From an optimization exercise on the open Yosys and OpenROAD flow, aimed at small area, a short achievable clock period and few clock cycles; shortcuts taken in it are not production practice. The RTL was checked by simulation tests, not by an equivalence proof against the original design. Power and IR drop assume default switching activity.

v52:
Design bl_engine, start of the top module:
module bl_engine (
  input  wire        clk,
  input  wire        rst,
  input  wire        rx_valid,
  input  wire [7:0]  rx_data,
  input  wire        rx_err,
  output wire        rx_ready,
  output wire        tx_valid,
  output wire [7:0]  tx_data,
  input  wire        tx_ready,
  output wire        op_valid,
  output wire [3:0]  op_cmd,
  output wire [31:0] op_addr,
  output wire [15:0] op_wdata,
  input  wire        op_ready,
  input  wire        op_ok,
  input  wire [31:0] op_rdata,
  input  wire        rdp_level,
  output wire        exited
);
Settings: LEC_CHECK=0, CAP_MARGIN=20, CORE_MARGIN=2, CORE_UTILIZATION=40, PLACE_DENSITY=0.6, SLEW_MARGIN=20, TNS_END_PERCENT=20; clock period 10.0 ns.
standard.sh (not shown) runs the stock make flow with config.mk's settings and CLKGATE_MAP_FILE= SYNTH_SCRIPT=/design/flow/synth_recipe.tcl, a recipe that flattens the netlist after the stock synthesis.
==> flow/flow/run.sh <==
#!/bin/bash
# The standard layout, with buf_2 port buffers, timing repair aimed at a
# tighter setup target and CTS without dummy loads and with larger sink
# clusters; each ORFS step logs under
# orfs/logs/, the make output goes to standard.log.
cd "$(dirname "$0")/.."
bash standard.sh BUFFER_PORTS_ARGS="-buffer_cell sky130_fd_sc_hd__buf_2" SETUP_SLACK_MARGIN=7.0 \
  CTS_ARGS="-sink_clustering_enable -repair_clock_nets -dont_use_dummy_load -sink_clustering_size 24 -sink_clustering_max_diameter 80" finish > standard.log 2>&1
Testbench counts of v52, summed over its fixed seeds: cycles 52,366.
For v29, these inputs were changed with respect to v52:
Settings: TNS_END_PERCENT removed (was 20).
==> summary.txt <==
After synthesis and placement, the instance count of v29 is above that of v52. v52 was carried through to the last stage, and its layout satisfied the timing, DRC and antenna checks. v29 completed every stage of the flow, and the final layout passed the timing, DRC and antenna checks. Looking at v52 and v29, the part of the power in combinational logic is a wash. Between v52 and v29, initial antenna violation count decreased. Overall power of the completed layout of v52 is on par with v29.
## Diff of input files: v49 against v29
Settings: PLACE_DENSITY now 0.55, was 0.6; CORE_UTILIZATION now 35, was 40.
Notes after the runs:
- Changes observed in v49 relative to v29: number of post-CTS setup repair buffers saw a decrease; first-iteration DRC count shrank by about 2.5%; well-tap cell count +231; overall routed net length increased 3.9%.
--- input diff v49..v43 ---
Settings: changing CORE_UTILIZATION from 35 to 40; changing PLACE_DENSITY from 0.55 to 0.6.
--- a/flow/flow/run.sh
+++ b/flow/flow/run.sh
@@ -8 +8 @@
-  CTS_ARGS="-sink_clustering_enable -repair_clock_nets -dont_use_dummy_load -sink_clustering_size 24 -sink_clustering_max_diameter 80" finish > standard.log 2>&1
+  CTS_ARGS="-sink_clustering_enable -repair_clock_nets -dont_use_dummy_load -sink_clustering_size 27 -sink_clustering_max_diameter 90" finish > standard.log 2>&1
Results
Per the comparison of v43 with v49, detailed placer's ending HPWL fell by 2300 µm, weighted congestion reported at the end of routability-driven placement rose by 1.9%, clock-buffer cell count fell by 9. v43 vs v49: total power down. Sort v43 and v49 by total power per unit cell area desc -> top: v49.

========
Another version of the RTL of bl_engine (not shown whole).
Size in the first run: about 3300 cells after synthesis, ~110 I/O pins, ~47000 um2 of cells after synthesis.
export LEC_CHECK = 0
export CAP_MARGIN = 20
export CORE_MARGIN = 2
export CORE_UTILIZATION = 40
export PLACE_DENSITY = 0.6
export SLEW_MARGIN = 20
create_clock -name core_clock -period 10.0 [get_ports {clk}]
==> flow/flow/run.sh <==
#!/bin/bash
# The standard layout, with buf_2 port buffers, timing repair aimed at a
# tighter setup target and CTS without dummy loads; each ORFS step logs under
# orfs/logs/, the make output goes to standard.log.
cd "$(dirname "$0")/.."
bash standard.sh BUFFER_PORTS_ARGS="-buffer_cell sky130_fd_sc_hd__buf_2" SETUP_SLACK_MARGIN=6.8 \
  CTS_ARGS="-sink_clustering_enable -repair_clock_nets -dont_use_dummy_load -sink_clustering_size 24 -sink_clustering_max_diameter 80" finish > standard.log 2>&1
The starting point went through all stages and came out clean.
Testbench counts at the start, summed over its fixed seeds: cycles 52,366.
Edit:
--- a/flow/flow/run.sh
+++ b/flow/flow/run.sh
@@ -6,2 +6,2 @@
 bash standard.sh BUFFER_PORTS_ARGS="-buffer_cell sky130_fd_sc_hd__buf_2" SETUP_SLACK_MARGIN=6.8 \
-  CTS_ARGS="-sink_clustering_enable -repair_clock_nets -dont_use_dummy_load -sink_clustering_size 24 -sink_clustering_max_diameter 80" finish > standard.log 2>&1
+  CTS_ARGS="-sink_clustering_enable -repair_clock_nets -dont_use_dummy_load" finish > standard.log 2>&1
Cell area rose by 4.1%.
First-iteration DRC count goes down by 7.0%.
Routed wire length climbs by 2.1%.
Final cell count went up by 1.7%.
Combinational power hardly moves.
Core utilization is higher by 1.8 points.
Sequential power is about the same.
Synthesized area is unchanged.
Setup slack improved by 0.020 ns.
Register-to-register slack is worse by 0.10 ns.
Via count increases by 2.4%.
Edit:
==> flow/flow/run.sh (replaced) <==
#!/bin/bash
# The standard layout, with buf_2 port buffers, timing repair aimed at a
# tighter setup target and CTS without dummy loads and with larger sink
# clusters; each ORFS step logs under
# orfs/logs/, the make output goes to standard.log.
cd "$(dirname "$0")/.."
bash standard.sh BUFFER_PORTS_ARGS="-buffer_cell sky130_fd_sc_hd__buf_2" SETUP_SLACK_MARGIN=7.0 \
  CTS_ARGS="-sink_clustering_enable -repair_clock_nets -dont_use_dummy_load -sink_clustering_size 24 -sink_clustering_max_diameter 80" finish > standard.log 2>&1
TNS_END_PERCENT = 20   (was default)
After rerunning:
- routed wire length falls by a few percent
- clock power falls by a quarter to a third
- via count falls by a few percent
- worst hold slack got worse by 0.025 ns
- die area does not change
- combinational power is about the same
- utilization falls by 1.7 points
- area after synthesis stays the same
Edit:
CORE_UTILIZATION = 50   (was 40)
PLACE_DENSITY = 0.65   (was 0.6)
TNS_END_PERCENT = default   (was 20)
Effect:
- The new run completed without violations
- design area stays flat
- worst setup slack degrades by 0.0078 ns
- core utilization goes up by 11 points
- global-route usage came out higher by 3.4 points
- power barely changes
- routed wire length decreases by 3.0%
- sequential share of layout area barely changes
- die area shrinks by 20%
- combinational power barely changes
- synthesized cell count does not change
- worst hold slack gains 0.0035 ns

## static timing again, ports no longer ideal
The results above use ideal ports. As a check the final layouts listed here were re-extracted and re-timed, cells and wires unchanged.
Step 1: set_driving_cell puts a clkbuf_16 on clk and a buf_2 on each other input, an assumption about the parent block.
Step 2 moves the port delays by t, midway between the first and last clock arrival at a register: inputs arrive t later, outputs are due t later. That takes back most of the time a late clock gives input paths.
a / b / c = ideal / step 1 / step 2; a / b = the first two.
run	t, ns	slack for setup (ns)	cell pins on the clock port's net
v52	0.701	6.784 / 6.718 / 6.171	1
v29	0.698	6.803 / 6.739 / 6.301	1
v49	0.699	6.773 / 6.707 / 6.301	1
v43	0.690	6.829 / 6.764 / 6.301	1
the first run of note 2	0.713	6.787 / 6.713 / 6.161	1
the second run of note 2	0.765	6.806 / 6.735 / 6.147	1
the third run of note 2	0.689	6.809 / 6.740 / 6.193	1
the fourth run of note 2	0.677	6.801 / 6.743 / 6.362	1
After both steps every run listed still meets setup and hold. The setup slack of the second run of note 2, which loses most, moves by -0.071 ns with the drivers and by -0.659 ns with both steps.
